Context: an optimization exercise on an open-source flow, tuned for small area, a short achievable clock period and few clock cycles. The choices shown serve that exercise and are no tape-out recipe.
Function was checked by simulation only, so behaviour that the tests miss may differ from the original.

## run E
==> flow/design.v (excerpt) <==
module nfb_blit (
    input  wire        clk,
    input  wire        rst,           
    input  wire        start,         
    input  wire [15:0] start_len,     
    input  wire [1:0]  start_phase,   
    input  wire [3:0]  p_hue,         
    input  wire [9:0]  p_sat,         
    input  wire [9:0]  p_con,         
    input  wire [7:0]  p_bri,         
    input  wire [8:0]  p_sharp,       
    input  wire [8:0]  p_bleed,       
    input  wire        in_valid,
    input  wire [15:0] in_pix,
    output wire        in_ready,
    output reg         out_valid,
    output reg  [15:0] out_pix,
    output reg         done,
    output reg  [1:0]  phase_out,
    output reg         busy
);
    function [17:0] recode;       
        input [9:0] k;
        reg [12:0] kk;
        integer j;
        begin
            kk = {2'b00, k, 1'b0};
            for (j = 0; j < 6; j = j + 1) begin
                recode[j]      = kk[2*j+1] ^ kk[2*j];
                recode[6 + j]  = (kk[2*j+2] & ~kk[2*j+1] & ~kk[2*j]) | (~kk[2*j+2] & kk[2*j+1] & kk[2*j]);
                recode[12 + j] = kk[2*j+2] & ~(kk[2*j+1] & kk[2*j]);
            end
        end
    endfunction
    reg              empty_r;      
    reg [8:0]        sharp_r;
    reg [7:0]        bri_r;
    reg [5:0]        dcon_one, dcon_two, dcon_neg;
    reg [5:0]        dsat_one, dsat_two, dsat_neg;
    reg [4:0]        dbl_one, dbl_two, dbl_neg;
    reg [4:0]        dsp_one, dsp_two, dsp_neg;      
    reg              hc_hi, hc_lo, hc_222, hc_n;      
    reg              hs_hi, hs_lo, hs_222, hs_n;      
    function [7:0] hcode;         
        input [3:0] h;
        reg [3:0] hcode_c, hcode_s;
        begin
        case (h)
            4'd0:  begin hcode_c = 4'b1000; hcode_s = 4'b0000; end    
            4'd1:  begin hcode_c = 4'b1010; hcode_s = 4'b0100; end    
            4'd2:  begin hcode_c = 4'b0100; hcode_s = 4'b1010; end    
  ...
Size: ~9200 cells after synthesis, ~770 flip-flops, about 110 I/O pins, roughly 91000 sq um of cells after synthesis.
Settings: LEC_CHECK=0, CAP_MARGIN=20, CORE_MARGIN=2, CORE_UTILIZATION=55, CTS_CLUSTER_DIAMETER=100, CTS_CLUSTER_SIZE=24, SLEW_MARGIN=20; clock period 24.0 ns.
standard.sh (not shown) runs the stock make flow with config.mk's settings and CLKGATE_MAP_FILE= SYNTH_SCRIPT=/design/flow/synth_recipe.tcl, a recipe that flattens the netlist after the stock synthesis.
==> flow/flow/run.sh <==
#!/bin/bash
# The standard layout (the standard.sh, unchanged synthesis and steps),
# with ORFS's timing repair aiming for a setup slack of SETUP_SLACK_MARGIN ns
# at the design's clock period, i.e. for a shorter achieved period. The
# clock period and constraints are the design's. make's output goes to
# flow_make.log; each ORFS step writes its own log under orfs/logs/.
set -euo pipefail
cd "$(dirname "$0")/.."
bash standard.sh SETUP_SLACK_MARGIN=18 finish > flow_make.log 2>&1
Testbench counts of run E, summed over its fixed seeds: cycles 18,824.
--- input diff run E..run B ---
--- a/flow/design.v
+++ b/flow/design.v
@@ -3699,13 +3699,12 @@
         s3tq <= tq;
         s3uq <= uq;
         s4y  <= ay[31:12];
         s4i  <= ai[28:11];
         s4q  <= aq[28:11];
         out_pix <= {ch_r[7:3], ch_g[7:2], ch_b[7:3]};
-        phase_out <= pc;        
         if (rst) begin
             busy      <= 1'b0;
             st        <= 1'b0;
             rdy       <= 1'b0;
             v0        <= 1'b0;
             v1        <= 1'b0;
@@ -3761,10 +3760,11 @@
             end
             if (rdy && in_valid && (v0 ? (rem == 16'd2) : (rem == 16'd1)))
                 rdy <= 1'b0;
             if ((st && empty_r) || l4) begin
                 busy      <= 1'b0;
                 done      <= 1'b1;
+                phase_out <= pc;
             end
         end
     end
 endmodule
As far as number of maximum-capacitance constraint violations goes, run B and run E are indistinguishable; the numbers are identical.
The overall die height was comparable across run E and run B.
Summary — total of plain and repair buffers excluding clock buffers, run B relative to run E: lower, by 21.
The run with more routed wire is run E, not run B.
Design area, run B vs run E: down slightly
Going from run E to run B, the sequential share of layout area was found to have gone up by 0.16 points.
Diff run E -> run B | all-layer global routing usage | decrease of 0.55 points
Testbench counts of run B, summed over its fixed seeds: cycles 18,824.

========
nfb_blit with an RTL version that a note above also has.
For scale: about 770 flip-flops, about 110 I/O pins, ~91000 µm² of cells after synthesis.
clock: 24.0 ns
lec_check: 0
cap_margin: 20
core_margin: 2
core_utilization: 40
slew_margin: 20
Scripts as last shown in full above: flow/flow/run.sh
Testbench counts at the start, summed over its fixed seeds: cycles 18,824.
Next try:
--- a/flow/design.v
+++ b/flow/design.v
@@ -28,15 +28,16 @@
             for (j = 0; j < 6; j = j + 1) begin
                 recode[j]      = kk[2*j+1] ^ kk[2*j];
                 recode[6 + j]  = (kk[2*j+2] & ~kk[2*j+1] & ~kk[2*j]) | (~kk[2*j+2] & kk[2*j+1] & kk[2*j]);
                 recode[12 + j] = kk[2*j+2] & ~(kk[2*j+1] & kk[2*j]);
             end
         end
     endfunction
-    reg              empty_r;      
+    reg [15:0]       len_r;
+    reg [1:0]        ph_r;
     reg [8:0]        sharp_r;
     reg [7:0]        bri_r;
     reg [5:0]        dcon_one, dcon_two, dcon_neg;
     reg [5:0]        dsat_one, dsat_two, dsat_neg;
     reg [4:0]        dbl_one, dbl_two, dbl_neg;
     reg [4:0]        dsp_one, dsp_two, dsp_neg;      
     reg              hc_hi, hc_lo, hc_222, hc_n;      
@@ -3657,14 +3658,16 @@
     wire [7:0] ch_b = clamp8(fb);
     wire [17:0] rc_con = recode(p_con);
     wire [17:0] rc_sat = recode(p_sat);
     wire [17:0] rc_bl  = recode({1'b0, p_bleed});
     wire [17:0] rc_sp  = recode(10'd256 - {1'b0, sharp_r});
     always @(posedge clk) begin
         if (!busy) begin
+            len_r    <= start_len;
+            ph_r     <= start_phase;
             sharp_r  <= p_sharp;
             bri_r    <= p_bri;
             {dcon_neg, dcon_two, dcon_one} <= rc_con;
             {dsat_neg, dsat_two, dsat_one} <= rc_sat;
             {dbl_neg, dbl_two, dbl_one}    <= {rc_bl[16:12], rc_bl[10:6], rc_bl[4:0]};
             {hc_hi, hc_lo, hc_222, hc_n}   <= hcode_p[7:4];
             {hs_hi, hs_lo, hs_222, hs_n}   <= hcode_p[3:0];
@@ -3735,36 +3738,35 @@
             l3        <= lw;
             e4        <= e3;
             l4        <= l3;
             out_valid <= e4;
             done      <= 1'b0;
             if (start && !busy)
                 busy <= 1'b1;
-            if (v0 && busy)
+            if (v0)
                 pc <= (pc == 2'd2) ? 2'd0 : pc + 2'd1;
             if (ew)
                 {pe2, pe1, pe0, pen} <= {pe1, pe0, pe2, !pe2};
             if (step && warm != 2'd2)
                 warm <= warm + 2'd1;
-            if (start && !busy) begin
-                rem  <= start_len;
-                rdy  <= (start_len != 16'd0);
-                pc   <= start_phase;
-                pe0  <= (start_phase == 2'd2);
-                pe1  <= (start_phase == 2'd0);
-                pe2  <= (start_phase == 2'd1);
-                pen  <= (start_phase != 2'd2);
+            if (st) begin
+                rem  <= len_r;
+                rdy  <= (len_r != 16'd0);
+                pc   <= ph_r;
+                pe0  <= (ph_r == 2'd2);
+                pe1  <= (ph_r == 2'd0);
+                pe2  <= (ph_r == 2'd1);
+                pen  <= (ph_r != 2'd2);
                 warm <= 2'd0;
-                empty_r <= (start_len == 16'd0);
             end else if (v0) begin
                 rem <= rem - 16'd1;
             end
-            if (rdy && in_valid && (v0 ? (rem == 16'd2) : (rem == 16'd1)))
+            if (!st && rdy && in_valid && (v0 ? (rem == 16'd2) : (rem == 16'd1)))
                 rdy <= 1'b0;
-            if ((st && empty_r) || l4) begin
+            if ((st && len_r == 16'd0) || l4) begin
                 busy      <= 1'b0;
                 done      <= 1'b1;
-                phase_out <= pc;
+                phase_out <= (st ? ph_r : pc);
             end
         end
     end
 endmodule
Outcome:
- The changed run ran to the end with no violations
- worst hold slack degrades by 0.0077 ns
- worst setup slack gets better by 0.0036 ns
- count of clock-buffer cells in the layout stays the same
- first-iteration DRC count came out higher by roughly a tenth
- synthesized area rises slightly
- register-to-register slack gets worse by 0.02 ns
Testbench counts after the change, summed over its fixed seeds: cycles 18,888.

port drivers added, routing unchanged:
No port has a modelled driver above. Below, the same layouts with a new extraction and two added sets of constraints. Step 1, drivers: a clkbuf_16 drives clk and a buf_2 each remaining input, both assumed. Step 2 adds t to the input delays and takes it off the output delays; t is the mean of the earliest and latest rising clock arrival at the registers after step 1. Input paths then give back, and output paths get back, about the clock's delay inside the block. a / b / c = ideal ports / drivers / drivers and shift; a / b = the first two.
run | shift t [ns] | setup slack, ns | slew at the worst register clock pin (ns) | worst slew at a driven data input, ns | cell pins on the clock port's net
run E | 0.770 | 18.037 / 17.956 / 17.472 | 0.11 / 0.11 | 0.22 | 1
run B | 0.776 | 17.970 / 17.885 / 17.429 | 0.10 / 0.10 | 0.05 | 1
the first run of note 2 | 0.814 | 17.917 / 17.830 / 17.349 | 0.07 / 0.07 | 0.10 | 1
the second run of note 2 | 0.820 | 17.921 / 17.831 / 17.484 | 0.07 / 0.07 | 0.08 | 1
After both steps every run listed still meets setup and hold. For the first run of note 2, which loses most, drivers alone change the setup slack by -0.087 ns; drivers and shift together by -0.568 ns.
